From an optimization exercise on the open Yosys and OpenROAD flow, aimed at small area, a short achievable clock period and few clock cycles; shortcuts taken in it are not production practice. Only simulation tests tie the RTL to the original design; equivalence was not proved. Power and IR drop assume default switching activity.

File: flow/run.sh
#!/bin/bash
# Own flow: the standard layout (standard.sh) with three changes:
#  * synthesis maps the combinational logic with an area-oriented ABC script
#    (flow/area.script) and keeps ABC off the complex cells listed in
#    flow/abc_dont_use.txt; registers are mapped exactly as in the standard
#    synthesis (ABC only sees combinational logic);
#  * every port still gets a buffer, but a buf_2 (BUFFER_PORTS_ARGS) that the
#    resizer may size up or down;
#  * the resizer may change a cell's footprint (MATCH_CELL_FOOTPRINT=0), so it
#    can size gates up on critical paths;
#  * the flow's parasitic estimates use flow/layer_rc.tcl (the platform's
#    layer RC with the wire capacitance scaled up to match extraction).
# Each tool's output goes to its own log here (synth.log, layout.log and the
# ORFS logs under orfs/logs).
set -euo pipefail
W=$PWD
{
  echo 'proc abc {args} {'
  echo '  set i [lsearch $args -script]'
  echo "  set args [lreplace \$args [expr {\$i+1}] [expr {\$i+1}] $W/flow/area.script]"
  echo "  foreach c {$(cat flow/abc_dont_use.txt | tr '\n' ' ')} { lappend args -dont_use \$c }"
  echo '  yosys abc {*}$args'
  echo '}'
  cat synth_recipe.tcl
} > my_synth.tcl
EXTRA="BUFFER_PORTS_ARGS=\"-buffer_cell sky130_fd_sc_hd__buf_2\" MATCH_CELL_FOOTPRINT=0 LAYER_PARASITICS_FILE=$W/flow/layer_rc.tcl"
sed -e "s#SYNTH_SCRIPT=[^ ]*#SYNTH_SCRIPT=$W/my_synth.tcl#" \
    -e "s#\"\${@:-finish}\"#$EXTRA \"\${@:-finish}\"#" standard.sh > my_standard.sh
bash my_standard.sh synth > synth.log 2>&1
bash my_standard.sh finish > layout.log 2>&1
File: flow/abc_dont_use.txt
sky130_fd_sc_hd__a222oi_1
sky130_fd_sc_hd__a221o_1
sky130_fd_sc_hd__a221o_2
sky130_fd_sc_hd__a221o_4
sky130_fd_sc_hd__a221oi_1
sky130_fd_sc_hd__a221oi_2
sky130_fd_sc_hd__a221oi_4
sky130_fd_sc_hd__a211o_1
sky130_fd_sc_hd__a211o_2
sky130_fd_sc_hd__a211o_4
sky130_fd_sc_hd__a211oi_1
sky130_fd_sc_hd__a211oi_2
sky130_fd_sc_hd__a211oi_4
sky130_fd_sc_hd__a2111oi_0
sky130_fd_sc_hd__a2111o_1
File: flow/area.script
&get -n
&st
&dch
&nf -R 10 -a
&put
topo
stime -c
File: flow/layer_rc.tcl
set cs 1.25
set_layer_rc -layer li1 -capacitance [expr {1.499e-04 * $cs}] -resistance 7.176e-02
set_layer_rc -layer met1 -capacitance [expr {1.72375E-04 * $cs}] -resistance 8.929e-04
set_layer_rc -layer met2 -capacitance [expr {1.36233E-04 * $cs}] -resistance 8.929e-04
set_layer_rc -layer met3 -capacitance [expr {2.14962E-04 * $cs}] -resistance 1.567e-04
set_layer_rc -layer met4 -capacitance [expr {1.48128E-04 * $cs}] -resistance 1.567e-04
set_layer_rc -layer met5 -capacitance [expr {1.54087E-04 * $cs}] -resistance 1.781e-05
set_layer_rc -via mcon -resistance 9.249146E-3
set_layer_rc -via via -resistance 4.5E-3
set_layer_rc -via via2 -resistance 3.368786E-3
set_layer_rc -via via3 -resistance 0.376635E-3
set_layer_rc -via via4 -resistance 0.00580E-3
set_wire_rc -signal -layer met1
set_wire_rc -clock -layer met3
File: standard.sh
#!/bin/bash
# synth_recipe.tcl (not shown) runs the flow's synth.tcl, then flattens the netlist and writes it again
# the make line also repeats each setting of config.mk as NAME=value (left out here)
make -C /OpenROAD-flow-scripts/flow DESIGN_CONFIG=/design/flow/config.mk WORK_HOME=/design/flow/orfs CLKGATE_MAP_FILE= SYNTH_SCRIPT=/design/flow/synth_recipe.tcl "${@:-finish}"
File: config.mk
export PLATFORM = sky130hd
export DESIGN_NAME = peak_detector
export DESIGN_NICKNAME = peak_detector
export VERILOG_FILES = /design/flow/design.v
export SDC_FILE = /design/flow/constraint.sdc
export NUM_CORES = 8
export LEC_CHECK = 0
export CAP_MARGIN = 20
export CORE_MARGIN = 2
export CORE_UTILIZATION = 65
export CTS_CLUSTER_DIAMETER = 60
export CTS_CLUSTER_SIZE = 30
export GPL_TIMING_DRIVEN = 1
export SETUP_SLACK_MARGIN = 2.0
export SLEW_MARGIN = 20
export TNS_END_PERCENT = 100
File: constraint.sdc
create_clock -name core_clock -period 7.5 [get_ports {clk}]
set_input_delay 1.5000 -clock core_clock [delete_from_list [all_inputs] [get_ports {clk}]]
set_output_delay 1.5000 -clock core_clock [all_outputs]
set_load 0.01 [all_outputs]
File: design.v
module peak_detector (
    input  wire        clk,
    input  wire        rst,         
    input  wire        in_valid,
    output wire        in_ready,
    input  wire [63:0] in_data,
    input  wire        in_last,
    output reg         done,
    output wire [4:0]  peak_count,
    input  wire [4:0]  rd_idx,
    output wire [14:0] rd_bin,
    output wire [63:0] rd_amp,
    output reg  [14:0] absmax_bin,
    output wire [63:0] absmax_amp
);
    localparam CAP = 20;
    localparam PW  = 24;             
    localparam LW  = 63 - PW;        
    function automatic [1:0] ucmp(input [63:0] x, input [63:0] y);
        reg [63:0] g, p;
        integer i, w;
        begin
            for (i = 0; i < 64; i = i + 1) begin
                g[i] = x[i] & ~y[i];
                p[i] = x[i] | ~y[i];
            end
            for (w = 64; w > 1; w = w / 2)
                for (i = 0; i < w / 2; i = i + 1) begin
                    g[i] = g[2*i+1] | (p[2*i+1] & g[2*i]);
                    p[i] = p[2*i+1] & p[2*i];
                end
            ucmp = {g[0], p[0]};
        end
    endfunction
    function automatic is_nan(input [63:0] x);
        is_nan = (&x[62:52]) && (|x[51:0]);
    endfunction
    reg  [14:0]    cnt;          
    reg  [63:0]    prev1;        
    reg            rising_r;     
    reg  [CAP-1:0] ger;          
    reg  [CAP-1:0] eqr;          
    reg            rdy;
    reg  [4:0]     count;
    reg  [CAP-1:0] vmask;        
    reg  [CAP-1:0] pick;         
    reg            first;        
    reg            tph;          
    reg  [62:0]    amax;
    reg  [62:0]    amp  [0:CAP-1];
    reg  [14:0]    bin  [0:CAP-1];
    reg  [4:0]     rank [0:CAP-1];
    assign in_ready   = rdy;
    assign peak_count = count;
    assign absmax_amp = {1'b0, amax};
    wire beat  = in_valid & rdy;
    wire full  = vmask[CAP-1];
    reg [CAP-1:0] valid, wr19, wfill, gtp, eqp, sel;
    reg [1:0]     c;
    integer k;
    always @(*) begin
        for (k = 0; k < CAP; k = k + 1) begin
            valid[k] = vmask[k];
            wr19[k]  = (rank[k] == 5'd19);
            wfill[k] = ~vmask[k] & ((k == 0) ? 1'b1 : vmask[(k == 0) ? 0 : k-1]);
            c        = ucmp({{(64-PW){1'b0}}, amp[k][62:LW]},
                            {{(64-PW){1'b0}}, in_data[62:LW]});
            gtp[k]   = valid[k] & c[1];
            eqp[k]   = valid[k] & c[0] & ~c[1];
        end
    end
    wire [CAP-1:0] wsel = full ? wr19 : wfill;
    function automatic [CAP-1:0] lowest(input [CAP-1:0] x);
        reg f;
        integer i;
        begin
            f = 1'b0;
            for (i = 0; i < CAP; i = i + 1) begin
                lowest[i] = x[i] & ~f;
                f = f | x[i];
            end
        end
    endfunction
    reg [62:0] mux_amp;
    reg [14:0] mux_bin;
    always @(*) begin
        mux_amp = 63'd0;
        mux_bin = 15'd0;
        for (k = 0; k < CAP; k = k + 1) begin
            sel[k]  = (done & vmask[k] & (rank[k] == rd_idx)) | pick[k];
            mux_amp = mux_amp | (amp[k] & {63{sel[k]}});
            mux_bin = mux_bin | (bin[k] & {15{sel[k]}});
        end
    end
    assign rd_amp = {1'b0, mux_amp};
    assign rd_bin = mux_bin;
    wire [1:0] clow    = ucmp({{(64-LW){1'b0}}, mux_amp[LW-1:0]},
                              {{(64-LW){1'b0}}, prev1[LW-1:0]});
    wire       ge_low  = clow[1] | clow[0];
    wire [1:0] cnb     = ucmp({1'b0, in_data[62:0]}, {1'b0, prev1[62:0]});
    wire       in_gt_p = cnb[1];                   
    wire       in_lt_p = ~(cnb[1] | cnb[0]);       
    wire       in_nan  = is_nan(in_data);
    wire       in_pos  = ~in_data[63] & ~in_nan & (|in_data[62:0]);
    wire       rising  = prev1[63] ? ~is_nan(prev1) : in_gt_p;
    wire       falling = in_data[63] ? ~in_nan : in_lt_p;
    wire [1:0] cmx     = ucmp({1'b0, in_data[62:0]}, {1'b0, amax});
    wire       abs_gt  = ~in_data[63] & ~in_nan & cmx[1];
    wire       cand_pot = in_pos & rising & ~first & ~in_last;
    wire [CAP-1:0] eqr_left = eqr & ~pick;
    wire       need_res = cand_pot & (|eqp);
    wire       hopeless = full & (|(ger & wr19));
    wire       admit    = rising_r & falling & (~full | ~(|(ger & wr19)));
    wire [CAP-1:0] vmask_nx = first ? {CAP{1'b0}} :
                              (admit & ~full) ? {vmask[CAP-2:0], 1'b1} : vmask;
    reg  [4:0] t;
    always @(*) begin
        t = 5'd0;
        for (k = 0; k < CAP; k = k + 1)
            t = t + {4'd0, ger[k]};
    end
    wire [14:0] cand_bin = cnt - 15'd1;
    always @(posedge clk) begin
        if (rst) begin
            cnt      <= 15'd0;
            done     <= 1'b0;
            rdy      <= 1'b1;
            rising_r <= 1'b0;
            eqr      <= {CAP{1'b0}};
            pick     <= {CAP{1'b0}};
            first    <= 1'b1;
        end else if (!rdy) begin
            if (!tph) begin
                pick <= hopeless ? {CAP{1'b0}} : lowest(eqr);
                eqr  <= hopeless ? {CAP{1'b0}} : eqr;
                rdy  <= hopeless;
                tph  <= 1'b1;
            end else begin
                for (k = 0; k < CAP; k = k + 1)
                    if (pick[k]) ger[k] <= ge_low;
                eqr  <= eqr_left;
                pick <= lowest(eqr_left);
                rdy  <= (eqr_left == {CAP{1'b0}});
            end
        end else if (beat) begin
            done  <= in_last;
            first <= in_last;
            vmask <= vmask_nx;
            cnt   <= in_last ? 15'd0 : cnt + 15'd1;
            prev1 <= in_data;
            if (first) begin
                amax       <= 63'd0;
                absmax_bin <= 15'd0;
            end else if (abs_gt) begin
                amax       <= in_data[62:0];
                absmax_bin <= cnt;
            end
            rising_r <= cand_pot;
            ger      <= gtp;
            eqr      <= eqp;
            pick     <= {CAP{1'b0}};
            rdy      <= ~need_res;
            tph      <= 1'b0;
            if (first)
                count <= 5'd0;
            else if (admit) begin
                if (!full) count <= count + 5'd1;
                for (k = 0; k < CAP; k = k + 1) begin
                    if (wsel[k]) begin
                        amp[k]  <= prev1[62:0];
                        bin[k]  <= cand_bin;
                        rank[k] <= t;
                    end else if (valid[k] & ~ger[k])
                        rank[k] <= rank[k] + 5'd1;
                end
            end
        end
    end
endmodule
==> run_results.csv <==
group,metric,value,unit
sta,slew_headroom,15.40,%
finish,fillCellCount,6848,
sta,finalSetupViolCount,0,
yosys,synth_area_leaders,"edfxtp_1, a22oi_1, nand2_1",
power,finalPower,0.02186,W
yosys,synth_edf_count,1848,
yosys,yosys_most_used_dff,"edfxtp_1",
sta,tns,0,ns
die,coreArea,125700,um^2
sta,min_period,5.657,ns
sta,rsz0062_at_grt,"true",
global_routing,grt_pass1_wl,470.3,mm
die,die_w,360.2,um
worst_setup_path,cpMostUsedCell,"buf_4",
finish,drive_above_1_share,18.74,%
sta,period_share,75.43,%
yosys,synthDominantCellAreaShare,67.30,%
worst_setup_path,worstSetupStartpointType,"input pin",
routing,drc,0,
sta,final-max-slew-violation-count,0,
worst_setup_path,critPathSlowestCell,"o41a_1",
clock_network,path_clk_slew,0.08,ns
clock_network,cts_root_buf,"clkbuf_16",
finish,fin_nets,7434,
power,irDropWorstVdd,0.2653,mV
worst_setup_path,crit_path_end_kind,"register",
routing,dr.pass1.iters,10,
yosys,ys_warn_count,4,
power,power_density,217.2,nW/um^2
routing,drtAntennaViolNets,0,
place,port_buffers,235,
global_routing,grt_pass1_vias,63640,
yosys,avgSynthCellArea,13.08,um^2
clock_network,cts_tree,"yes",
worst_setup_path,cpPeakStageDelay,0.60,ns
routing,routed_wl,359.1,mm
die,io_pins,238,
routing,vias,70300,
min_path,hp-class,"register to register",
die,die_h,360.2,um
finish,synthToLayoutAreaGrowth,22.00,%
yosys,yosysTopAreaCell,"edfxtp_1",
yosys,synth_cell_type_count,69,
clock_network,htreeDepth,4,
global_routing,overflow,0,
yosys,ys_seq_area_share,68.73,%
clock_network,cts_buffers,138,
worst_setup_path,cp_data_required_time,8.02,ns
yosys,synth-async-reset-ratio,0,%
sta,hold_slack,0.4668,ns
sta,skew,0.05499,ns
sta,worst_slew_pin_slew,1.269,ns
routing,vias_per_cell,7.725,
yosys,netlist_area,82460,um^2
clock_network,clk_path_buf_depth,3,
worst_setup_path,critPathMaxFanout,10,
place,gp_congestion,1.041,
routing,drtIter0Drc,16320,
global_routing,grt_antenna_before_repair,47,
die,initial_utilization,65.58,%
finish,multi_input_area,27190,um^2
finish,register_area,56680,um^2
clock_network,numClockSinks,1907,
sta,hold_viol,0,
sta,max_freq,176.8,MHz
routing,wl_per_cell,39.47,um
place,dp_hpwl,208.6,mm
worst_setup_path,crit_chain,"buf_16 -> buf_4 -> xor2_1 -> nor4_4 -> buf_4 -> buf_4 -> a41o_2 -> a22oi_1 -> nand2_1 -> or3_4 -> maj3_1 -> a31oi_2 -> nor3_1 -> o31a_1 -> o41a_1 -> o31ai_4 -> a31o_4 -> clkbuf_16 -> o21ai_0",
die,die_area,129700,um^2
job,maxCapViolations,0,
clock_network,clk_latency,0.84,ns
global_routing,track_usage,51.77,%
global_routing,grt_max_degree,51,
worst_setup_path,cp_data_arrival_time,6.17,ns
power,p_leak,34.28,nW
worst_setup_path,worstSetupPathType,"input pin to register",
outcome,status,"no timing/DRC/antenna violations",
yosys,synthCells,6306,
yosys,yosys-top-cells-count,"edfxtp_1, nand2_1, a22oi_1",
yosys,ys_ff_latch,1907,
yosys,synth.most_common_cell,"edfxtp_1",
die,rows,130,
## cell usage in the layout, fill, tap and decap left out, types with 29 or more instances in the layout
| master | instances |
|---|---|
| xnor2_1 | 52 |
| nor2_1 | 482 |
| edfxtp_1 | 1848 |
| ha_1 | 30 |
| xor2_2 | 30 |
| nand4_1 | 111 |
| a22oi_2 | 46 |
| a22o_1 | 112 |
| buf_4 | 381 |
| diode_2 | 29 |
| xor2_1 | 73 |
| buf_12 | 152 |
| a31oi_1 | 44 |
| or3_4 | 29 |
| or3_1 | 35 |
| nand3_1 | 188 |
| nor3b_1 | 33 |
| nor4_1 | 53 |
| clkinv_1 | 246 |
| buf_2 | 221 |
| o22ai_1 | 83 |
| clkbuf_16 | 167 |
| nand2b_1 | 108 |
| dfxtp_1 | 56 |
| nand2_1 | 694 |
| o21ai_0 | 209 |
| nor2b_1 | 141 |
| a22oi_1 | 652 |
| buf_6 | 40 |
| a21oi_1 | 290 |
| nor3_1 | 115 |
## stage by stage
| stage | setup slack (ns) | utilization, % | std cells | cell area, um^2 |
|---|---|---|---|---|
| floorplan | 1.661 | - | 6307 | 82630 |
| global placement | 0.8262 | 72.46 | 8627 | 91110 |
| detailed placement | 0.9034 | 72.46 | 8627 | 91110 |
| CTS | 1.922 | 78.21 | 8991 | 98340 |
| global route | 1.652 | 79.97 | 9078 | 100500 |
| finish | 1.843 | 80.01 | 9100 | 100600 |
## state kept, by name, summed over array words and instances, names as in the netlist
| name | count |
|---|---|
| absmax_bin | 15 |
| amax | 63 |
| amp | 1260 |
| bin | 300 |
| cnt | 15 |
| count | 5 |
| done | 1 |
| eqr | 20 |
| first | 1 |
| ger | 20 |
| pick | 20 |
| prev1 | 64 |
| rank | 100 |
| rdy | 1 |
| rising_r | 1 |
| tph | 1 |
| vmask | 20 |
## final timing paths
check,startpoint,endpoint,slack (ns),cells after the start
max,rd_idx[1],ger[12]$_DFFE_PP_,1.84,19
max reg2reg,vmask[4]$_SDFFCE_PP0P_,ger[12]$_DFFE_PP_,2.08,17
min reg2reg,done$_SDFFE_PP0P_,done$_SDFFE_PP0P_,0.47,2
min,done$_SDFFE_PP0P_,done$_SDFFE_PP0P_,0.47,2
## critical path, delay by kind of cell
| family | cells | cell delay (ns) |
|---|---|---|
| AO/OA/AOI/OAI | 8 | 2.55 |
| XOR/XNOR | 1 | 0.27 |
| adder cells (fa/ha/maj) | 1 | 0.37 |
| buffers and inverters | 5 | 0.82 |
| AND/OR/NAND/NOR | 4 | 0.65 |
## cell type report
cell class,instances,area share [%]
clock inverters,98,1.190
diodes,29,0.07213
multi-input cells,4172,27.03
clock buffers,146,3.505
repair buffers,860,8.920
flip-flops and latches,1907,56.34
well taps,1650,2.052
inverters,238,0.8917
## routing by layer
metal / vias up / global-route usage (%) / wire length, um
met5: - / 1.295 / 595
met4: 54 / 37.23 / 34080
met3: 1917 / 22.17 / 68730
met2: 7933 / 70.95 / 145400
met1: 33360 / 65.92 / 110400
li1: 27040 / - / -
## timing repair
item / in CTS / in global routing
pin swaps: 44 / 69
setup buffers: 93 / 55
setup endpoints to repair: 1754 / 1279
hold buffers: 0 / 0
cloned: 27 / 22
resized for setup: 189 / 206
## report_power, final
| part | total, W | switching [W] | internal [W] |
|---|---|---|---|
| sequential | 0.0118 | 0.0000921 | 0.0117 |
| clock | 0.00813 | 0.00410 | 0.00403 |
| combinational | 0.00189 | 0.00138 | 0.000505 |
## cell families after synthesis
group	Yosys count	share of synthesized area, %
multiplexers	2	0.02428
flip-flops	1907	68.73
AO/OA/AOI/OAI	1740	14.59
buffers and inverters	240	1.102
XOR/XNOR	178	1.891
AND/OR/NAND/NOR	2168	12.55
other	1	0.004548
adder cells (fa/ha/maj)	70	1.111
Testbench counts, summed over its fixed seeds: cycles 59,252.

## separate check: timing with driven ports
Ports are ideal in the flow. The routed layout listed here was re-timed in OpenROAD. Step 1 assumes that a clkbuf_16 drives the clock port and a buf_2 every other input. Step 2 adds t to the input delays and takes it off the output delays; t is the mean of the earliest and latest rising clock arrival at the registers after step 1. Input paths then give back, and output paths get back, about the clock's delay inside the block. Three values: ideal, step 1, step 2; two values: the first two.
shift t [ns]: 0.895
slack for setup (ns): 1.843 / 1.841 / 0.958
worst hold slack (ns): 0.467 / 0.467 / 0.467
clock arrival spread, ns: 0.055 / 0.055
slew at the worst register clock pin (ns): 0.11 / 0.11
After both steps this run still meets setup and hold. The setup slack of this run moves by -0.002 ns with the drivers and by -0.885 ns with both steps.
